This design comes from an exercise in tuning for a short achievable clock period and few clock cycles per item on the open sky130 flow, not from production work. Function was checked by simulation only, so behaviour that the tests miss may differ from the original.

==> flow/design.v <==
module fxd #(
    parameter W  = 32,           
    parameter K  = 6,            
    parameter EW = 8             
) (
    input  wire            clk,
    input  wire            rst,
    input  wire            cmd_valid,
    input  wire [W+6:0]    cmd_word,
    output wire            cmd_ready,
    output wire            busy,
    output wire            done,
    output wire [1:0]      result,
    output wire [7:0]      ocount,
    output wire [EW-1:0]   errcode,
    output wire [16+EW-1:0] status,
    output wire            out_valid,
    output wire [7:0]      out_byte,
    output wire [1:0]      out_seg,
    output wire            out_seg_last,
    output wire            out_end,
    input  wire            snk_ready,
    input  wire            snk_err,
    input  wire [EW-1:0]   snk_code
);
    localparam [1:0] R_NONE = 2'd0, R_OK = 2'd1, R_FBITS = 2'd2, R_SINK = 2'd3;
    localparam [2:0] P_S1   = 3'd0,
                     P_INT  = 3'd1,
                     P_PT   = 3'd2,
                     P_FRAC = 3'd3,
                     P_END  = 3'd4;
    function [33:0] p10;
        input integer k;
        integer q;
        begin
            p10 = 34'd1;
            for (q = 0; q < k; q = q + 1) p10 = p10 * 10;
        end
    endfunction
    function [W:0] addp;
        input [W-1:0] a;
        input [W-1:0] b;
        input         ci;
        reg   [W-1:0] p, g, gg, pp, c;
        integer d, i;
        begin
            p  = a ^ b;
            g  = a & b;
            gg = g;
            pp = p;
            gg[0] = g[0] | (p[0] & ci);
            for (d = 1; d < W; d = d * 2)
                for (i = W - 1; i >= d; i = i - 1) begin
                    gg[i] = gg[i] | (pp[i] & gg[i-d]);
                    pp[i] = pp[i] & pp[i-d];
                end
            c = {gg[W-2:0], ci};
            addp = {gg[W-1], p ^ c};
        end
    endfunction
    reg          busy_q;
    reg          rdy_q;
    reg          done_q;
    reg [1:0]    res_q;
    reg [7:0]    ocnt_q;
    reg [EW-1:0] ecode_q;
    reg          ov_q;
    reg [11:0]   ob_q;
    reg          sv_q;
    reg [11:0]   sb_q;
    reg [2:0]    ph_q;
    reg [W-1:0]  x_q;        
    reg [5:0]    fb_q;
    reg [W:0]    fh_q;       
    reg [W-1:0]  tm_q;       
    reg          neg_q;
    reg [W-1:0]  fax_q;      
    reg [W-1:0]  fu_q;       
    reg [W-1:0]  fa_q;       
    reg [6:0]    fk_q;       
    reg [W-1:0]  rem_q;      
    reg [9:0]    k_q;        
    reg [W-1:0]  cj_q [1:9]; 
    reg [9:5]    cbig_q;     
    reg [2:0]    fc_q;       
    assign cmd_ready    = rdy_q;
    assign busy         = busy_q;
    assign done         = done_q;
    assign result       = res_q;
    assign ocount       = ocnt_q;
    assign errcode      = ecode_q;
    assign status       = {ecode_q, ocnt_q, 4'b0000, res_q, done_q, busy_q};
    assign out_valid    = ov_q;
    assign out_byte     = ob_q[11:4];
    assign out_seg      = ob_q[3:2];
    assign out_seg_last = ob_q[1];
    assign out_end      = ob_q[0];
    wire cmd_legal = ~cmd_word[W+5] | (cmd_word[W+4:W] == 5'd0);
    wire cmd_neg   = cmd_word[W+6] & cmd_word[W-1];
    reg  [W-1:0]   s1_ipx;       
    reg  [W-1:0]   s1_fax;       
    reg  [W-1:0]   s1_u;         
    integer f, i;
    always @(*) begin
        s1_ipx = {W{1'b0}};
        s1_fax = {W{1'b0}};
        s1_u   = {W{1'b0}};
        for (f = 0; f <= W; f = f + 1)
            for (i = 0; i < W; i = i + 1) begin
                if (i + f < W)
                    s1_ipx[i] = s1_ipx[i] | (fh_q[f] & x_q[i + f]);
                if (i + f >= W)
                    s1_fax[i] = s1_fax[i] | (fh_q[f] & x_q[i + f - W]);
                if (i + f == W)
                    s1_u[i] = s1_u[i] | (fh_q[f] & neg_q);
            end
    end
    wire           s1_c   = neg_q & (&(x_q | ~tm_q));
    wire [W:0]     s1_ipa = addp(s1_ipx, {W{1'b0}}, s1_c);
    wire [W-1:0]   s1_ip  = s1_ipa[W-1:0];
    reg  [6:0]     s1_fk;
    integer t;
    always @(*) begin
        for (t = 0; t < 7; t = t + 1)
            s1_fk[t] = ~((fb_q > 6'd28) && (t < 36 - fb_q));
    end
    reg  [9:0]     s1_ge;
    reg  [9:0]     s1_pos;       
    reg  [W:0]     s1_t0, s1_t1;
    reg  [W-1:0]   s1_cj [1:9];
    integer a, b;
    always @(*) begin
        s1_ge[0] = 1'b1;
        for (a = 1; a < 10; a = a + 1) begin
            s1_t0 = addp(s1_ipx, ~p10(a), 1'b1);           
            s1_t1 = addp(s1_ipx, ~(p10(a) - 1), 1'b1);     
            s1_ge[a] = s1_c ? s1_t1[W] : s1_t0[W];
        end
        for (a = 0; a < 9; a = a + 1)
            s1_pos[a] = s1_ge[a] & ~s1_ge[a+1];
        s1_pos[9] = s1_ge[9];
        for (b = 1; b < 10; b = b + 1) begin
            s1_cj[b] = {W{1'b0}};
            for (a = 0; a < 10; a = a + 1)
                if (s1_pos[a] && b * p10(a) < 34'h1_0000_0000)
                    s1_cj[b] = s1_cj[b] | (b * p10(a));
        end
    end
    wire           s1_small = ~s1_ge[3];
    wire [9:0]     s1_lo    = s1_ip[9:0];
    reg  [3:0]     s1_sd;        
    reg  [9:0]     s1_sr;        
    reg  [9:0]     s1_sc [1:9];  
    integer h;
    always @(*) begin
        s1_sd = 4'd0;
        s1_sr = 10'd0;
        if (s1_pos[0])
            s1_sd = s1_lo[3:0];
        for (h = 1; h < 10; h = h + 1) begin
            if (s1_pos[1] && s1_lo >= 10 * h) begin
                s1_sd = h;
            end
            if (s1_pos[2] && s1_lo >= 100 * h) begin
                s1_sd = h;
            end
        end
        for (h = 0; h < 10; h = h + 1) begin
            if (s1_pos[1] && s1_lo >= 10 * h && !(h < 9 && s1_lo >= 10 * (h + 1)))
                s1_sr = s1_sr | (s1_lo - 10 * h);
            if (s1_pos[2] && s1_lo >= 100 * h && !(h < 9 && s1_lo >= 100 * (h + 1)))
                s1_sr = s1_sr | (s1_lo - 100 * h);
        end
        for (h = 1; h < 10; h = h + 1)
            s1_sc[h] = s1_pos[2] ? 10 * h : h;
    end
    reg [W:0]   in_df [1:9];
    reg [9:0]   in_ge;
    reg [3:0]   in_dig;
    reg [W-1:0] in_rem;
    reg [W-1:0] in_cj [1:9];
    always @(*) begin
        in_ge[0] = 1'b1;
        for (b = 1; b < 10; b = b + 1) begin
            in_df[b] = addp(rem_q, ~cj_q[b], 1'b1);       
            in_ge[b] = in_df[b][W] & ~(b >= 5 && cbig_q[b]);
        end
        in_dig = 4'd0;
        in_rem = rem_q;
        for (b = 1; b < 10; b = b + 1)
            if (in_ge[b] && !(b < 9 && in_ge[b+1])) begin
                in_dig = in_dig | b;
                in_rem = in_df[b][W-1:0];
            end
        for (b = 1; b < 10; b = b + 1) begin
            in_cj[b] = {W{1'b0}};
            for (a = 1; a < 10; a = a + 1)
                if (k_q[a]) in_cj[b] = in_cj[b] | (b * p10(a - 1));
        end
    end
    wire in_last = k_q[0];
    wire [W-1:0] fr_x    = {fa_q[W-1:7], fa_q[6:0] & fk_q};
    wire [W:0]   fr_pl   = addp({fr_x[W-4:0], 3'b000}, {fr_x[W-2:0], 1'b0}, 1'b0);
    wire [3:0]   fr_dig  = {1'b0, fr_x[W-1:W-3]} + {3'b000, fr_x[W-1]} + {3'b000, fr_pl[W]};
    wire [W:0]   fr_nx   = addp({fa_q[W-4:0], 3'b000}, {fa_q[W-2:0], 1'b0}, 1'b0);
    wire [W-1:0] fr_next = fr_nx[W-1:0];
    wire         fr_last = (fa_q[W-2:0] == 0) || (fc_q == K - 1);
    wire [W:0]   fa_init = addp(fax_q, fu_q, 1'b0);
    reg        pv;
    reg [11:0] pr;
    always @(*) begin
        pv = 1'b0;
        pr = 12'd0;
        case (ph_q)
            P_S1:   begin pv = s1_small; pr = {4'h3, s1_sd, 2'd1, s1_pos[0], 1'b0}; end
            P_INT:  begin pv = 1'b1; pr = {4'h3, in_dig, 2'd1, in_last, 1'b0}; end
            P_PT:   begin pv = 1'b1; pr = {8'h2E, 2'd2, 1'b1, 1'b0}; end
            P_FRAC: begin pv = 1'b1; pr = {4'h3, fr_dig, 2'd3, fr_last, fr_last}; end
            default: ;
        endcase
    end
    wire adv = ~sv_q;
    always @(posedge clk) begin
        if (rst)
            ph_q <= P_END;
        else if (rdy_q)
            ph_q <= P_S1;
        else if (adv) begin
            case (ph_q)
                P_S1:   ph_q <= s1_pos[0] ? P_PT : P_INT;
                P_INT:  if (in_last) ph_q <= P_PT;
                P_PT:   ph_q <= P_FRAC;
                P_FRAC: if (fr_last) ph_q <= P_END;
                default: ;
            endcase
        end
    end
    integer g;
    always @(posedge clk) begin
        if (rdy_q) begin
            x_q   <= cmd_word[W-1:0] ^ {W{cmd_neg}};
            fb_q  <= cmd_word[W+5:W];
            for (g = 0; g <= W; g = g + 1) fh_q[g] <= (cmd_word[W+5:W] == g);
            for (g = 0; g < W; g = g + 1)  tm_q[g] <= (cmd_word[W+5:W] > g);
            neg_q <= cmd_neg;
        end
        if (ph_q == P_INT || ph_q == P_PT)
            fa_q <= fa_init[W-1:0];
        if (!rdy_q && adv) begin
            case (ph_q)
                P_S1: begin
                    fax_q <= s1_fax;
                    fu_q  <= s1_u;
                    fk_q  <= s1_fk;
                    if (s1_small) begin
                        rem_q <= {{W-10{1'b0}}, s1_sr};
                        k_q   <= s1_pos >> 1;
                        for (g = 1; g < 10; g = g + 1) cj_q[g] <= {{W-10{1'b0}}, s1_sc[g]};
                    end else begin
                        rem_q <= s1_ip;
                        k_q   <= s1_pos;
                        for (g = 1; g < 10; g = g + 1) cj_q[g] <= s1_cj[g];
                    end
                    cbig_q <= {5{s1_pos[9]}};
                end
                P_INT: begin
                    rem_q <= in_rem;
                    k_q   <= k_q >> 1;
                    cbig_q <= 5'd0;
                    for (g = 1; g < 10; g = g + 1) cj_q[g] <= in_cj[g];
                end
                P_PT:   fc_q <= 3'd0;
                P_FRAC: begin
                    fa_q <= fr_next;
                    fc_q <= fc_q + 3'd1;
                end
                default: ;
            endcase
        end
    end
    wire take = ov_q & snk_ready & ~snk_err;
    wire fail = ov_q & snk_err;
    always @(posedge clk) begin
        if (rst) begin
            busy_q  <= 1'b0;
            rdy_q   <= 1'b1;
            done_q  <= 1'b0;
            res_q   <= R_NONE;
            ocnt_q  <= 8'd0;
            ecode_q <= {EW{1'b0}};
            ov_q    <= 1'b0;
            sv_q    <= 1'b0;
        end else if (rdy_q) begin
            sv_q <= 1'b0;
            if (cmd_valid) begin
                ocnt_q  <= 8'd0;
                ecode_q <= {EW{1'b0}};
                if (cmd_legal) begin
                    busy_q <= 1'b1;
                    rdy_q  <= 1'b0;
                    done_q <= 1'b0;
                    res_q  <= R_NONE;
                    ov_q   <= cmd_neg;
                end else begin
                    done_q <= 1'b1;
                    res_q  <= R_FBITS;
                    ov_q   <= 1'b0;
                end
            end else begin
                done_q <= 1'b0;
                ov_q   <= 1'b0;
            end
        end else begin
            done_q <= 1'b0;
            if (fail) begin
                busy_q  <= 1'b0;
                rdy_q   <= 1'b1;
                done_q  <= 1'b1;
                res_q   <= R_SINK;
                ecode_q <= snk_code;
                ov_q    <= 1'b0;
                sv_q    <= 1'b0;
            end else begin
                if (take) ocnt_q <= ocnt_q + 8'd1;
                if (take && ob_q[0]) begin
                    busy_q <= 1'b0;
                    rdy_q  <= 1'b1;
                    done_q <= 1'b1;
                    res_q  <= R_OK;
                    ov_q   <= 1'b0;
                    sv_q   <= 1'b0;
                end else if (take || !ov_q) begin
                    if (sv_q) begin
                        ov_q <= 1'b1;
                        sv_q <= 1'b0;
                    end else begin
                        ov_q <= pv;
                    end
                end else if (!sv_q) begin
                    sv_q <= pv;
                end
            end
        end
    end
    always @(posedge clk) begin
        if (rdy_q)
            ob_q <= {8'h2D, 2'd0, 1'b1, 1'b0};
        else if (take || !ov_q)
            ob_q <= sv_q ? sb_q : pr;
        if (!sv_q)
            sb_q <= pr;
    end
endmodule
clock: 17.0 ns
lec_check: 0
cap_margin: 20
core_margin: 2
core_utilization: 40
slew_margin: 20
standard.sh (not shown) runs the stock make flow with config.mk's settings and CLKGATE_MAP_FILE= SYNTH_SCRIPT=/design/flow/synth_recipe.tcl, a recipe that flattens the netlist after the stock synthesis.
==> flow/flow/run.sh <==
#!/bin/bash
# Own layout flow: the standard ORFS flow (standard synthesis, same
# constraints and clock period), with timing repair asked to leave extra
# setup slack so that the layout is optimised below the clock period.
set -euo pipefail
MARGIN=$(cat flow/margin.txt)
bash standard.sh SETUP_SLACK_MARGIN=$MARGIN TNS_END_PERCENT=100 finish > standard_flow.log 2>&1
==> flow/flow/margin.txt <==
12.6
Testbench counts at the start, summed over its fixed seeds: cycles 387,918, items 32,000.
Rerun with:
--- a/flow/design.v
+++ b/flow/design.v
@@ -143,40 +143,12 @@
             s1_cj[b] = {W{1'b0}};
             for (a = 0; a < 10; a = a + 1)
                 if (s1_pos[a] && b * p10(a) < 34'h1_0000_0000)
                     s1_cj[b] = s1_cj[b] | (b * p10(a));
         end
     end
-    wire           s1_small = ~s1_ge[3];
-    wire [9:0]     s1_lo    = s1_ip[9:0];
-    reg  [3:0]     s1_sd;        
-    reg  [9:0]     s1_sr;        
-    reg  [9:0]     s1_sc [1:9];  
-    integer h;
-    always @(*) begin
-        s1_sd = 4'd0;
-        s1_sr = 10'd0;
-        if (s1_pos[0])
-            s1_sd = s1_lo[3:0];
-        for (h = 1; h < 10; h = h + 1) begin
-            if (s1_pos[1] && s1_lo >= 10 * h) begin
-                s1_sd = h;
-            end
-            if (s1_pos[2] && s1_lo >= 100 * h) begin
-                s1_sd = h;
-            end
-        end
-        for (h = 0; h < 10; h = h + 1) begin
-            if (s1_pos[1] && s1_lo >= 10 * h && !(h < 9 && s1_lo >= 10 * (h + 1)))
-                s1_sr = s1_sr | (s1_lo - 10 * h);
-            if (s1_pos[2] && s1_lo >= 100 * h && !(h < 9 && s1_lo >= 100 * (h + 1)))
-                s1_sr = s1_sr | (s1_lo - 100 * h);
-        end
-        for (h = 1; h < 10; h = h + 1)
-            s1_sc[h] = s1_pos[2] ? 10 * h : h;
-    end
     reg [W:0]   in_df [1:9];
     reg [9:0]   in_ge;
     reg [3:0]   in_dig;
     reg [W-1:0] in_rem;
     reg [W-1:0] in_cj [1:9];
     always @(*) begin
@@ -209,13 +181,13 @@
     reg        pv;
     reg [11:0] pr;
     always @(*) begin
         pv = 1'b0;
         pr = 12'd0;
         case (ph_q)
-            P_S1:   begin pv = s1_small; pr = {4'h3, s1_sd, 2'd1, s1_pos[0], 1'b0}; end
+            P_S1:   begin pv = s1_pos[0]; pr = {4'h3, s1_ip[3:0], 2'd1, 1'b1, 1'b0}; end
             P_INT:  begin pv = 1'b1; pr = {4'h3, in_dig, 2'd1, in_last, 1'b0}; end
             P_PT:   begin pv = 1'b1; pr = {8'h2E, 2'd2, 1'b1, 1'b0}; end
             P_FRAC: begin pv = 1'b1; pr = {4'h3, fr_dig, 2'd3, fr_last, fr_last}; end
             default: ;
         endcase
     end
@@ -249,22 +221,16 @@
         if (!rdy_q && adv) begin
             case (ph_q)
                 P_S1: begin
                     fax_q <= s1_fax;
                     fu_q  <= s1_u;
                     fk_q  <= s1_fk;
-                    if (s1_small) begin
-                        rem_q <= {{W-10{1'b0}}, s1_sr};
-                        k_q   <= s1_pos >> 1;
-                        for (g = 1; g < 10; g = g + 1) cj_q[g] <= {{W-10{1'b0}}, s1_sc[g]};
-                    end else begin
-                        rem_q <= s1_ip;
-                        k_q   <= s1_pos;
-                        for (g = 1; g < 10; g = g + 1) cj_q[g] <= s1_cj[g];
-                    end
+                    rem_q <= s1_ip;
+                    k_q   <= s1_pos;
                     cbig_q <= {5{s1_pos[9]}};
+                    for (g = 1; g < 10; g = g + 1) cj_q[g] <= s1_cj[g];
                 end
                 P_INT: begin
                     rem_q <= in_rem;
                     k_q   <= k_q >> 1;
                     cbig_q <= 5'd0;
                     for (g = 1; g < 10; g = g + 1) cj_q[g] <= in_cj[g];
Routed wire length is lower by a few percent.
Non-clock buffer count is lower by 284.
Core utilization is lower by 4.4 points.
Worst setup slack is better by 0.58 ns.
Critical path depth is lower by 16.
Synthesized cell count is lower by a few percent.
Clock skew is lower by 0.012 ns.
Area after synthesis is lower by a few percent.
Cell count is lower by a little under a tenth.
Testbench counts after the change, summed over its fixed seeds: cycles 393,464, items 32,000.

## afterwards: timing with drivers on the ports
In the flow no input, the clock included, has a driving cell. The finished layouts below were timed again as built, in two steps. Step 1 sets driving cells, clkbuf_16 on the clock port and buf_2 on the other inputs (assumed; they add their load-dependent delay and slew). Step 2 times the ports against the registers' clock, not the clock port: input delays grow and output delays shrink by t, the midpoint of the rising clock arrivals with the driver on. Slacks: ideal / step 1 / step 2; pairs: ideal / step 1.
run | shift t [ns] | setup slack, ns | worst setup path after step 2 | pins driven straight from the clock port
the first run | 0.675 | 11.913 / 11.914 / 11.914 | register to register | 1
the second run | 0.678 | 12.492 / 12.422 / 12.076 | input to register | 1
After both steps setup and hold are still met in every run listed. The setup slack of the second run, which loses most, moves by -0.070 ns with the drivers and by -0.416 ns with both steps.
